From an optimization exercise on the open Yosys and OpenROAD flow, aimed at small area, a short achievable clock period and few clock cycles; shortcuts taken in it are not production practice.
In this exercise RTL edits were held to simulation tests only and were not proved equivalent to the original.
Power and IR drop assume default switching activity.

// fcb
module fcb (
    input  wire        clk,
    input  wire        rst,
    input  wire        h_en,
    input  wire        h_we,
    input  wire [1:0]  h_size,
    input  wire [15:0] h_addr,
    input  wire [31:0] h_wdata,
    output reg  [31:0] h_rdata,
    output reg         phy_rd,
    output wire [15:0] phy_rd_n,
    input  wire        phy_dv,
    input  wire [7:0]  phy_data,
    input  wire        phy_end,
    input  wire        phy_err,
    output reg         phy_flush,
    input  wire [31:0] time_ms
);
    localparam [7:0]  START1  = 8'hA1;
    localparam [7:0]  START2  = 8'hA2;
    localparam [7:0]  START3  = 8'hA3;
    localparam [6:0]  MAX1    = 7'd60;
    localparam [6:0]  MAX2    = 7'd56;
    localparam [6:0]  MAX3    = 7'd32;
    localparam [7:0]  ACK_OK  = 8'h5A;
    localparam [31:0] DEF_TMO = 32'd100;
    localparam [2:0] E_OK = 3'd0, E_PHY = 3'd1, E_PROT = 3'd2, E_TMO = 3'd3, E_ILL = 3'd5;
    localparam [1:0] PH_IDLE = 2'd0, PH_SEEK = 2'd1, PH_BODY = 2'd2, PH_ACK = 2'd3;
    function [32:0] add32(input [31:0] a, input [31:0] b, input ci);
        reg [31:0] g, p, gg, pp, gn, pn;
        integer i, d;
        begin
  ...
clock: 12.0 ns
lec_check: 0
cap_margin: 40
core_margin: 2
core_utilization: 35
place_density: 0.55
slew_margin: 40
standard.sh (not shown) runs the stock make flow with config.mk's settings and CLKGATE_MAP_FILE= SYNTH_SCRIPT=/design/flow/synth_recipe.tcl, a recipe that flattens the netlist after the stock synthesis.
==> flow/flow/run.sh <==
#!/bin/bash
# The standard layout, with timing repair asked for extra setup slack
# after placement (the clock period and the constraints are the design's).
# Synthesis is the standard synthesis, unchanged. Each step's output goes
# to a log file of its own here; ORFS's own per-step logs are under orfs/logs/.
set -euo pipefail
bash standard.sh synth > synth.log 2>&1
bash standard.sh SETUP_SLACK_MARGIN=5 place > place.log 2>&1
bash standard.sh SETUP_SLACK_MARGIN=7.5 finish > finish.log 2>&1
Testbench counts at the start, summed over its fixed seeds: cycles 46,166.
Then changed:
--- a/flow/flow/run.sh
+++ b/flow/flow/run.sh
@@ -8,2 +8,2 @@
 bash standard.sh SETUP_SLACK_MARGIN=5 place > place.log 2>&1
-bash standard.sh SETUP_SLACK_MARGIN=7.5 finish > finish.log 2>&1
+bash standard.sh SETUP_SLACK_MARGIN=7.2 finish > finish.log 2>&1
Result: Power goes down by 1.7%. Setup slack degrades by 290 ps. Worst hold slack barely changes. Area after synthesis stays the same. Count of clock-buffer cells in the layout does not change. Sequential share of layout area grows by 3.6 points. Final area fell by 7.0%. Clock skew fell by 17 ps. Non-clock buffer count came out lower by 346. First-iteration DRC count decreases by 4.8%. Via count falls by 3.6%.
Then changed:
==> flow/run.sh (new file) <==
#!/bin/bash
# synth_recipe.tcl (not shown) runs the flow's synth.tcl, then flattens the netlist and writes it again
# the make line also repeats each setting of config.mk as NAME=value (left out here)
make -C /OpenROAD-flow-scripts/flow DESIGN_CONFIG=/design/flow/config.mk WORK_HOME=/design/flow/orfs CLKGATE_MAP_FILE= SYNTH_SCRIPT=/design/flow/synth_recipe.tcl finish
--- a/flow/config.mk
+++ b/flow/config.mk
@@ -11,2 +11,3 @@
 export PLACE_DENSITY = 0.55
+export SETUP_SLACK_MARGIN = 5
 export SLEW_MARGIN = 40
removed: flow/flow/run.sh
removed: flow/standard.sh
Synthesized cell count stays the same.
Worst hold slack barely changes.
Sequential share of layout area went up by 2.2 points.

* * *

Setup of blue:
fcb again, from the RTL that the note above started with.
Settings: LEC_CHECK=0, CAP_MARGIN=40, CORE_MARGIN=2, CORE_UTILIZATION=42, PLACE_DENSITY=0.62, SLEW_MARGIN=40; clock period 12.0 ns.
==> flow/flow/run.sh <==
#!/bin/bash
# The standard layout, with timing repair asked for extra setup slack
# after placement (the clock period and the constraints are the design's).
# Synthesis is the standard synthesis, unchanged. Each step's output goes
# to a log file of its own here; ORFS's own per-step logs are under orfs/logs/.
set -euo pipefail
bash standard.sh synth > synth.log 2>&1
bash standard.sh SETUP_SLACK_MARGIN=5 place > place.log 2>&1
bash standard.sh SETUP_SLACK_MARGIN=7.5 finish > finish.log 2>&1
No stage failed in blue, and the final checks on the layout all came back clean.
Testbench counts of blue, summed over its fixed seeds: cycles 46,166.
--- input diff blue..orange ---
-- flow/flow/run.sh --
<<< blue, line 8
bash standard.sh SETUP_SLACK_MARGIN=5 place > place.log 2>&1
bash standard.sh SETUP_SLACK_MARGIN=7.5 finish > finish.log 2>&1
>>> orange, line 8
bash standard.sh SETUP_SLACK_MARGIN=5 place > place.log 2>&1
bash standard.sh SETUP_SLACK_MARGIN=7.2 finish > finish.log 2>&1
Notes after the runs:
Re wire length reported by the detailed router: orange is 4.8% down on blue. orange vs blue, clock share of power went up by 0.3 points. blue has a higher global-route usage than orange. Combinational power was lower in orange than in blue. Minimum setup slack in the final design: orange vs blue down 0.21 ns. blue → orange: initial antenna violation count decreased 23%, highest clock frequency the design can meet dropped 4.2%, buffering stage count on the worst path with inverters included down 2.

-- re-timing with driven ports --
How much do the figures lean on ideal ports? The routed layouts below were timed once more, with nothing changed but the port constraints.
Step 1 (the two cells are an assumption about what drives the block):
set clk [get_ports {clk}]
set_driving_cell -lib_cell sky130_fd_sc_hd__clkbuf_16 $clk
set_driving_cell -lib_cell sky130_fd_sc_hd__buf_2 [delete_from_list [all_inputs] $clk]
Step 2, shift: input delay + t, output delay - t, t = (earliest + latest rising clock arrival at the registers) / 2. This alone moves slack from input paths to output paths.
Three values: no drivers, after step 1, after step 2; two values: the first two.
| run | shift t [ns] | setup WS [ns] | hold WS [ns] | worst setup path at the end | worst register clock-pin slew, ns |
|---|---|---|---|---|---|
| the first run of note 1 | 0.954 | 7.186 / 7.184 / 6.231 | 0.455 / 0.455 / 0.455 | input to register | 0.07 / 0.07 |
| the second run of note 1 | 0.940 | 6.895 / 6.963 / 6.023 | 0.453 / 0.453 / 0.453 | input to register | 0.07 / 0.07 |
| the third run of note 1 | 0.940 | 5.449 / 5.467 / 4.527 | 0.456 / 0.456 / 0.456 | input to register | 0.07 / 0.07 |
| blue | 0.980 | 7.166 / 7.173 / 6.193 | 0.455 / 0.455 / 0.455 | input to register | 0.07 / 0.07 |
| orange | 0.954 | 6.955 / 6.967 / 6.013 | 0.456 / 0.456 / 0.456 | input to register | 0.07 / 0.07 |
After both steps setup and hold are still met in every run listed. The setup slack of blue, which loses most, moves by +0.007 ns with the drivers and by -0.973 ns with both steps.
